From an optimization exercise on the open Yosys and OpenROAD flow, aimed at small area; shortcuts taken in it are not production practice. For this run, only the layout was checked, not whether the RTL still works. Power and IR drop assume default switching activity.

[flow/run.sh]
#!/bin/bash
# synth_recipe.tcl (not shown) runs the flow's synth.tcl, then flattens the netlist and writes it again
# the make line also repeats each setting of config.mk as NAME=value (left out here)
make -C /OpenROAD-flow-scripts/flow DESIGN_CONFIG=/design/flow/config.mk WORK_HOME=/design/flow/orfs CLKGATE_MAP_FILE= SYNTH_SCRIPT=/design/flow/synth_recipe.tcl finish
[flow/config.mk]
export PLATFORM = sky130hd
export DESIGN_NAME = nau_ctrl
export DESIGN_NICKNAME = nau_ctrl
export VERILOG_FILES = /design/flow/design.v
export SDC_FILE = /design/flow/constraint.sdc
export NUM_CORES = 4
export LEC_CHECK = 0
export CAP_MARGIN = 20
export CORE_MARGIN = 2
export CORE_UTILIZATION = 40
export PLACE_DENSITY = 0.6
export SLEW_MARGIN = 20
[flow/constraint.sdc]
create_clock -name core_clock -period 5.0 [get_ports {clk}]
set_input_delay 1.0000 -clock core_clock [delete_from_list [all_inputs] [get_ports {clk}]]
set_output_delay 1.0000 -clock core_clock [all_outputs]
set_load 0.01 [all_outputs]
[flow/design.v]
module nau_ctrl (
    input  wire        clk,
    input  wire        rst,
    input  wire        cmd_valid,
    input  wire [15:0] cmd,
    output wire        cmd_ready,
    output reg         rsp_valid,
    output reg  [2:0]  rsp_status,
    output reg  [31:0] rsp_data,
    output wire        bus_req_valid,
    output wire [27:0] bus_req,
    input  wire        bus_rsp_valid,
    input  wire        bus_rsp_ok,
    input  wire [1:0]  bus_rsp_errk,
    input  wire [7:0]  bus_rsp_rb0,
    input  wire [7:0]  bus_rsp_rb1,
    input  wire [7:0]  bus_rsp_rb2,
    output wire        dly_req_valid,
    output wire [9:0]  dly_ms,
    input  wire        dly_done
);
    localparam [3:0] OP_NEW     = 4'h1, OP_RESET   = 4'h2, OP_ENABLE   = 4'h3,
                     OP_AVAIL   = 4'h4, OP_READ    = 4'h5, OP_SET_LDO  = 4'h6,
                     OP_GET_LDO = 4'h7, OP_SET_GAIN= 4'h8, OP_GET_GAIN = 4'h9,
                     OP_SET_RATE= 4'hA, OP_GET_RATE= 4'hB, OP_CAL      = 4'hC;
    localparam [2:0] ST_OK = 3'd0, ST_TRANSPORT = 3'd1, ST_NOT_READY = 3'd2,
                     ST_INVALID = 3'd3, ST_CAL_ERR = 3'd4, ST_REV = 3'd5,
                     ST_REFUSED = 3'd7;
    localparam [4:0]
        S_IDLE = 5'd0,
        S_RR1  = 5'd1,    
        S_D10  = 5'd2,    
        S_RR0  = 5'd3,    
        S_D1   = 5'd4,    
        S_PUR1 = 5'd5,    
        S_PWR  = 5'd6,    
        S_D600 = 5'd7,    
        S_CS   = 5'd8,    
        S_PUR2 = 5'd9,    
        S_REV  = 5'd10,   
        S_AVDD = 5'd11,   
        S_VLDO = 5'd12,   
        S_GAIN = 5'd13,   
        S_CRS  = 5'd14,   
        S_CHPS = 5'd15,   
        S_LDOM = 5'd16,   
        S_PGA  = 5'd17,   
        S_AVL  = 5'd18,   
        S_RD3  = 5'd19,   
        S_GL0  = 5'd20,   
        S_GL1  = 5'd21,   
        S_GG   = 5'd22,   
        S_GR   = 5'd23,   
        S_CAL  = 5'd24,   
        S_POLL = 5'd25,   
        S_CD10 = 5'd26,   
        S_REF  = 5'd27;   
    reg [4:0]  sl;         
    reg        w;          
    reg        isnew;      
    reg [9:0]  p;          
    reg [7:0]  t;          
    reg        hvalid;     
    wire idle = (sl == S_IDLE);
    assign cmd_ready = idle;
    wire       ldo8 = p[3];
    wire [2:0] gain = isnew ? p[6:4] : p[2:0];
    wire [2:0] rate = isnew ? p[9:7] : p[2:0];
    wire       pwr  = isnew | p[0];
    wire [3:0] opc = cmd[15:12];
    function rate_ok(input [2:0] r);
        rate_ok = (r <= 3'd3) || (r == 3'd7);
    endfunction
    reg cmd_legal;
    always @* begin
        case (opc)
            OP_NEW:      cmd_legal = (cmd[11:10] == 2'b00) && (cmd[3:0] <= 4'd8) && rate_ok(cmd[9:7]);
            OP_RESET,
            OP_AVAIL,
            OP_READ,
            OP_GET_LDO,
            OP_GET_GAIN,
            OP_GET_RATE: cmd_legal = (cmd[11:0] == 12'd0);
            OP_ENABLE:   cmd_legal = (cmd[11:1] == 11'd0);
            OP_SET_LDO:  cmd_legal = (cmd[11:4] == 8'd0) && (cmd[3:0] <= 4'd8);
            OP_SET_GAIN: cmd_legal = (cmd[11:3] == 9'd0);
            OP_SET_RATE: cmd_legal = (cmd[11:3] == 9'd0) && rate_ok(cmd[2:0]);
            OP_CAL:      cmd_legal = (cmd[11:2] == 10'd0) && (cmd[1:0] != 2'd1);
            default:     cmd_legal = 1'b0;
        endcase
    end
    reg [4:0] entry;
    always @* begin
        case (opc)
            OP_NEW, OP_RESET: entry = S_RR1;
            OP_ENABLE:        entry = S_PWR;
            OP_AVAIL:         entry = S_AVL;
            OP_READ:          entry = S_RD3;
            OP_SET_LDO:       entry = S_AVDD;
            OP_GET_LDO:       entry = S_GL0;
            OP_SET_GAIN:      entry = S_GAIN;
            OP_GET_GAIN:      entry = S_GG;
            OP_SET_RATE:      entry = S_CRS;
            OP_GET_RATE:      entry = S_GR;
            default:          entry = S_CAL;
        endcase
        if (!cmd_legal || (!hvalid && opc != OP_NEW))
            entry = S_REF;
    end
    wire at_d10  = (sl == S_D10),  at_d1   = (sl == S_D1),   at_d600 = (sl == S_D600),
         at_cd10 = (sl == S_CD10), at_rd3  = (sl == S_RD3),  at_rev  = (sl == S_REV),
         at_vldo = (sl == S_VLDO), at_gain = (sl == S_GAIN), at_gl1  = (sl == S_GL1),
         at_gg   = (sl == S_GG),   at_crs  = (sl == S_CRS),  at_gr   = (sl == S_GR),
         at_cal  = (sl == S_CAL),  at_poll = (sl == S_POLL), at_chps = (sl == S_CHPS),
         at_ldom = (sl == S_LDOM), at_pga  = (sl == S_PGA);
    wire is_dly = at_d10 | at_d1 | at_d600 | at_cd10;
    wire is_rd3 = at_rd3;
    wire a01    = at_vldo | at_gain | at_gl1 | at_gg;
    wire a02    = at_crs | at_gr | at_cal | at_poll;
    wire [7:0] addr = {3'b000,
                       at_rd3 | at_chps | at_ldom | at_pga | at_rev,
                       at_ldom | at_pga | at_rev,
                       at_chps | at_pga | at_rev,
                       a02 | at_rd3 | at_ldom | at_rev,
                       a01 | at_chps | at_ldom | at_rev};
    reg [7:0] wdata;
    always @* begin
        wdata = t;
        case (sl)
            S_RR1:  wdata = t | 8'h01;
            S_RR0:  wdata = (t & 8'hFE) | 8'h02;
            S_PWR:  wdata = pwr ? (t | 8'h06) : (t & 8'hF9);
            S_CS:   wdata = t | 8'h10;
            S_AVDD: wdata = {!ldo8, t[6:0]};
            S_VLDO: wdata = {t[7:6], p[2:0], t[2:0]};
            S_GAIN: wdata = {t[7:3], gain};
            S_CRS:  wdata = {t[7], rate, t[3:0]};
            S_CHPS: wdata = t | 8'h30;
            S_LDOM: wdata = t & 8'hBF;
            S_PGA:  wdata = t | 8'h80;
            S_CAL:  wdata = {t[7:3], 1'b1, p[1:0]};
            default: ;
        endcase
    end
    localparam [6:0] DEV = 7'h2A;
    assign bus_req_valid = !idle && !is_dly && sl != S_REF;
    assign bus_req       = w ? {1'b0, DEV, 2'd2, addr, wdata, 2'd0}
                             : {1'b1, DEV, 2'd1, addr, 8'h00, is_rd3, 1'b1};
    assign dly_req_valid = is_dly;
    assign dly_ms        = (sl == S_D600) ? 10'd600 : (sl == S_D1) ? 10'd1 : 10'd10;
    wire [7:0] rb       = bus_rsp_rb0;
    wire       answered = is_dly ? dly_done : bus_rsp_valid;
    wire       bus_err  = !is_dly && !bus_rsp_ok;
    reg        n_end;      
    reg [4:0]  n_sl;
    reg        n_w;
    reg [2:0]  n_status;
    reg [31:0] n_data;
    always @* begin
        n_end    = 1'b0;
        n_sl     = sl;
        n_w      = 1'b0;
        n_status = ST_OK;
        n_data   = 32'd0;
        case (sl)
            S_RR1:  if (!w) n_w = 1'b1; else n_sl = S_D10;
            S_D10:  n_sl = S_RR0;
            S_RR0:  if (!w) n_w = 1'b1; else n_sl = S_D1;
            S_D1:   n_sl = S_PUR1;
            S_PUR1: if (!rb[3]) begin n_end = 1'b1; n_status = ST_NOT_READY; end
                    else if (!isnew) n_end = 1'b1;
                    else n_sl = S_PWR;
            S_PWR:  if (!w) n_w = 1'b1;
                    else if (!pwr) n_end = 1'b1;
                    else n_sl = S_D600;
            S_D600: n_sl = S_CS;
            S_CS:   if (!w) n_w = 1'b1; else n_sl = S_PUR2;
            S_PUR2: if (!rb[3]) begin n_end = 1'b1; n_status = ST_NOT_READY; end
                    else if (!isnew) n_end = 1'b1;
                    else n_sl = S_REV;
            S_REV:  if (rb[3:0] != 4'hF) begin
                        n_end    = 1'b1;
                        n_status = ST_REV;
                        n_data   = {28'd0, rb[3:0]};
                    end else n_sl = S_AVDD;
            S_AVDD: if (!w) n_w = 1'b1;
                    else if (!ldo8) n_sl = S_VLDO;
                    else if (!isnew) n_end = 1'b1;
                    else n_sl = S_GAIN;
            S_VLDO: if (!w) n_w = 1'b1;
                    else if (!isnew) n_end = 1'b1;
                    else n_sl = S_GAIN;
            S_GAIN: if (!w) n_w = 1'b1;
                    else if (!isnew) n_end = 1'b1;
                    else n_sl = S_CRS;
            S_CRS:  if (!w) n_w = 1'b1;
                    else if (!isnew) n_end = 1'b1;
                    else n_sl = S_CHPS;
            S_CHPS: if (!w) n_w = 1'b1; else n_sl = S_LDOM;
            S_LDOM: if (!w) n_w = 1'b1; else n_sl = S_PGA;
            S_PGA:  if (!w) n_w = 1'b1; else n_end = 1'b1;
            S_AVL:  begin n_end = 1'b1; n_data = {31'd0, rb[5]}; end
            S_RD3:  begin
                        n_end  = 1'b1;
                        n_data = {{8{bus_rsp_rb0[7]}}, bus_rsp_rb0, bus_rsp_rb1, bus_rsp_rb2};
                    end
            S_GL0:  if (!rb[7]) begin n_end = 1'b1; n_data = 32'd8; end
                    else n_sl = S_GL1;
            S_GL1:  begin n_end = 1'b1; n_data = {29'd0, rb[5:3]}; end
            S_GG:   begin n_end = 1'b1; n_data = {29'd0, rb[2:0]}; end
            S_GR:   begin
                        n_end = 1'b1;
                        if (rb[6:4] >= 3'd4 && rb[6:4] <= 3'd6)
                            n_status = ST_INVALID;
                        else
                            n_data = {29'd0, rb[6:4]};
                    end
            S_CAL:  if (!w) n_w = 1'b1; else n_sl = S_POLL;
            S_POLL: if (!rb[2]) begin
                        n_end = 1'b1;
                        if (rb[3]) n_status = ST_CAL_ERR;
                    end else n_sl = S_CD10;
            S_CD10: n_sl = S_POLL;
            default: ;
        endcase
        if (bus_err) begin
            n_end    = 1'b1;
            n_status = ST_TRANSPORT;
            n_data   = {30'd0, bus_rsp_errk};
        end
        if (n_end) begin
            n_sl = S_IDLE;
            n_w  = 1'b0;
        end
    end
    always @* begin
        if (sl == S_REF) begin
            rsp_valid  = 1'b1;
            rsp_status = ST_REFUSED;
            rsp_data   = 32'd0;
        end else begin
            rsp_valid  = !idle && answered && n_end;
            rsp_status = n_status;
            rsp_data   = n_data;
        end
    end
    always @(posedge clk) begin
        if (!w)
            t <= rb;
        if (idle) begin
            p     <= cmd[9:0];
            isnew <= (opc == OP_NEW);
        end
        if (rst) begin
            sl     <= S_IDLE;
            w      <= 1'b0;
            hvalid <= 1'b0;
        end else if (idle) begin
            if (cmd_valid) begin
                sl <= entry;
                w  <= 1'b0;
                if (opc == OP_NEW && cmd_legal)
                    hvalid <= 1'b0;
            end
        end else if (sl == S_REF) begin
            sl <= S_IDLE;
            w  <= 1'b0;
        end else if (answered) begin
            sl <= n_sl;
            w  <= n_w;
            if (sl == S_PGA && w && !bus_err)
                hvalid <= 1'b1;
        end
    end
endmodule
==> run summary <==
MaxCap Viol Count=0; Crit-path slowest cell=dfxtp_1; row cnt=32; via/cell ratio=~5.7; Initial Util=about two fifths; Post-DRT Antenna Nets=0; syn_area_per_cell=7.34 µm²; Post-route DRC=0; Setup crit start=sl[2]$_SDFFE_PP0P_; fin area=approximately 4300 µm²; num ports=between 100 and 150; WL final=about 11000 µm; gr ovfl total=0; Synth warnings=1; R2R Setup Slk=about 1.9 ns; EDFF count, synth=19; CP Capture Type=output port; Final #Nets=567; Core ar.=7730 µm²; final setup vio count=0; vias in the first global route=between 3000 and 4000; HP Class=flop to flop; worst setup path end=rsp_data[27]; # diodes=0; required time of the critical path=4.00 ns; initial antenna violation count=0; worst setup margin=approximately 0.68 ns; IO buf count=110; Mapped Cells=434; status=no timing/DRC/antenna violations; prevailing post-synth register cell=edfxtp_1; flop and latch count out of synthesis=26; largest fanout on the critical path=22; Tmin final=roughly 4.3 ns; H-Tree Depth=1; worst slack at placement=~0.80 ns; number of iterations in the first detailed-routing pass=5; Slew Limit Fails=0; Synth async-reset ratio=0%; Post-Place Cell Area=4190 µm²; CP most frequent cell=nor2_1; Setup TNS=0 ns; clk_skew=between 0.005 and 0.006 ns; clk slew on worst S/H paths=about 0.11 ns; Tcrit/Tclk final=between 80% and 90%; Critical Path Source Type=flop; Hold Vio Cnt, Final=0; part of the Yosys area used for sequential elements=22.3%; Max-Slew Margin vs Limit=between 40% and 50%; DP HPWL=8280 µm; Slew @ Worst Pin=0.858 ns; cts hold-fix bufs=0; clock sinks=26; Leak=about 1.6 nW; WL/cell=approximately 18 µm; r2r startpoint=sl[2]$_SDFFE_PP0P_; routability cong.=between 0.9 and 1; Root Buffer=clkbuf_8; postcts setup bufs=0; CTS Buffer Depth=2; r2r worst-path depth=6; Area Growth Syn to Fin=33.7%; clk latency of the worst-skew pair=~0.28 ns; delay-heaviest family, CP=simple AND/OR/NAND/NOR gates; worst reg2reg path endpoint=w$_SDFFE_PP0P_; Num CTS Buffers=3; mapped cell area=about 3200 µm²; vias=between 3000 and 4000; Die ar.=between 8000 and 9000 µm²; TritonCTS clock tree=built; total power=between 1.5 and 2 mW; number of DRC markers in iteration 0=about 280; WP data arrival=roughly 3.3 ns; Die H=slightly above 90 µm; f_max=~230 MHz; Max rail drop VDD=between 0.2 and 0.3 mV; Levels on crit path=8; Pwr Density=just over 400 nW/µm²; largest net degree at the start of global routing=36; crit-path cells=nand2_1 > nor3_4 > or3_1 > nor2_1 > nor2_1 > buf_4 > and2_1 > clkdlybuf4s50_1; critical path buffer and inverter count=2; Resized Gates After CTS=0; Tot GR Track Use=24.1%; Critical Path Max Stage Delay=~0.80 ns; Yosys cell types=69; WS Path Type=flop to output port; Die Wd=between 90 and 100 µm; share of cells above drive strength 1=6.24%; first-pass GRT wire length=16700 µm; RSZ-0062 raised after global routing=false
[registers in the layout, indices dropped and copies added, names as in the netlist]
name,cells
p,10
t,8
sl,5
hvalid,1
isnew,1
w,1
[layout make-up]
cell class / instances / area (µm²)
flip-flops and latches: 26 / 711
clock buffers: 3 / 41.3
well taps: 102 / 128
clock inverters: 1 / 30.0
fillers: 740 / 3470
repair buffers: 122 / 1190
multi-input cells: 348 / 2110
inverters: 13 / 48.8
[synth_stat cells (9+ instances only)]
library cell / count / area share (%)
nor2_1: 52 / 6.1
nand2_1: 35 / 4.1
o21ai_0: 35 / 5.5
a21oi_1: 32 / 5.0
buf_4: 29 / 6.8
and2_1: 24 / 4.7
edfxtp_1: 19 / 18
clkbuf_1: 16 / 1.9
inv_1: 13 / 1.5
nor2b_1: 11 / 2.2
a211oi_1: 10 / 2.4
nand3_1: 10 / 1.6
nand2b_1: 9 / 1.8
[per-layer routing]
layer  up-vias  GRT usage [%]  routed length, µm
met5         -              0                  0
li1       1692              -                  -
met1      1631           30.9               4720
met4         0           8.21                288
met3        20           3.22                800
met2       182           41.5               5190
[worst min path at each step]
stage	start	end	slack [ns]	cells past startpoint
2_1_floorplan	hvalid$_SDFFE_PP0P_	hvalid$_SDFFE_PP0P_	0.46	2
3_3_place_gp	hvalid$_SDFFE_PP0P_	hvalid$_SDFFE_PP0P_	0.50	2
3_5_place_dp	hvalid$_SDFFE_PP0P_	hvalid$_SDFFE_PP0P_	0.50	2
4_1_cts	hvalid$_SDFFE_PP0P_	hvalid$_SDFFE_PP0P_	0.52	2
5_1_grt	hvalid$_SDFFE_PP0P_	hvalid$_SDFFE_PP0P_	0.54	2
6_report	hvalid$_SDFFE_PP0P_	hvalid$_SDFFE_PP0P_	0.52	2
[cells by family after synthesis]
kind of cell,after synthesis,synth area share [%]
adder cells (fa/ha/maj),5,1.96
multiplexers,10,3.26
XOR/XNOR,1,0.275
other,2,0.236
flip-flops,26,22.3
buffers and inverters,72,12.8
AO/OA/AOI/OAI,138,28.3
AND/OR/NAND/NOR,180,30.9
[cells in the final DEF, fill, tap and decap left out, types with 9 or more instances in the layout]
| master | count |
|---|---|
| a21oi_1 | 32 |
| nand2b_1 | 9 |
| conb_1 | 14 |
| inv_1 | 13 |
| buf_4 | 12 |
| nor2b_1 | 11 |
| a211oi_1 | 10 |
| clkdlybuf4s50_1 | 110 |
| nor2_1 | 52 |
| nand2_1 | 35 |
| edfxtp_1 | 19 |
| o21ai_0 | 35 |
| nand3_1 | 10 |
| and2_1 | 24 |
[worst min-delay path, stage by stage (launching register included)]
cell and delay (ns):
dfxtp_1 0.34, o21ai_0 0.07, a21oi_1 0.07
[stage by stage]
step,cells,util (%),hold slack [ns]
after detailed placement,611,54.2,0.505
after floorplan,446,-,0.457
after CTS,615,55.1,0.520
final,615,55.1,0.515
after global routing,615,55.1,0.543
after global placement,611,54.2,0.500
[report_power, final]
| group | internal [mW] | leakage [nW] | switching [mW] | total (mW) |
|---|---|---|---|---|
| Sequential | 0.319 | 0.247 | 0.106 | 0.424 |
| Clock | 0.107 | 0.0357 | 0.0783 | 0.186 |
| Combinational | 0.482 | 1.27 | 0.671 | 1.15 |

## afterwards: timing with drivers on the ports
How much do the figures lean on ideal ports? The routed layout below was timed once more, with nothing changed but the port constraints.
Step 1 assumes that a clkbuf_16 drives the clock port and a buf_2 every other input.
Step 2, shift: input delay + t, output delay - t, t = (earliest + latest rising clock arrival at the registers) / 2. This alone moves slack from input paths to output paths.
a / b / c = ideal / step 1 / step 2; a / b = the first two.
shift t [ns]: 0.311
slack for setup (ns): 0.682 / 0.650 / 0.741
hold slack, ns: 0.515 / 0.515 / 0.515
worst setup path at the end: input to output
worst slew at a driven data input, ns: 0.05
After both steps setup and hold are still met in this run. The setup slack of this run moves by -0.032 ns with the drivers and by +0.059 ns with both steps.
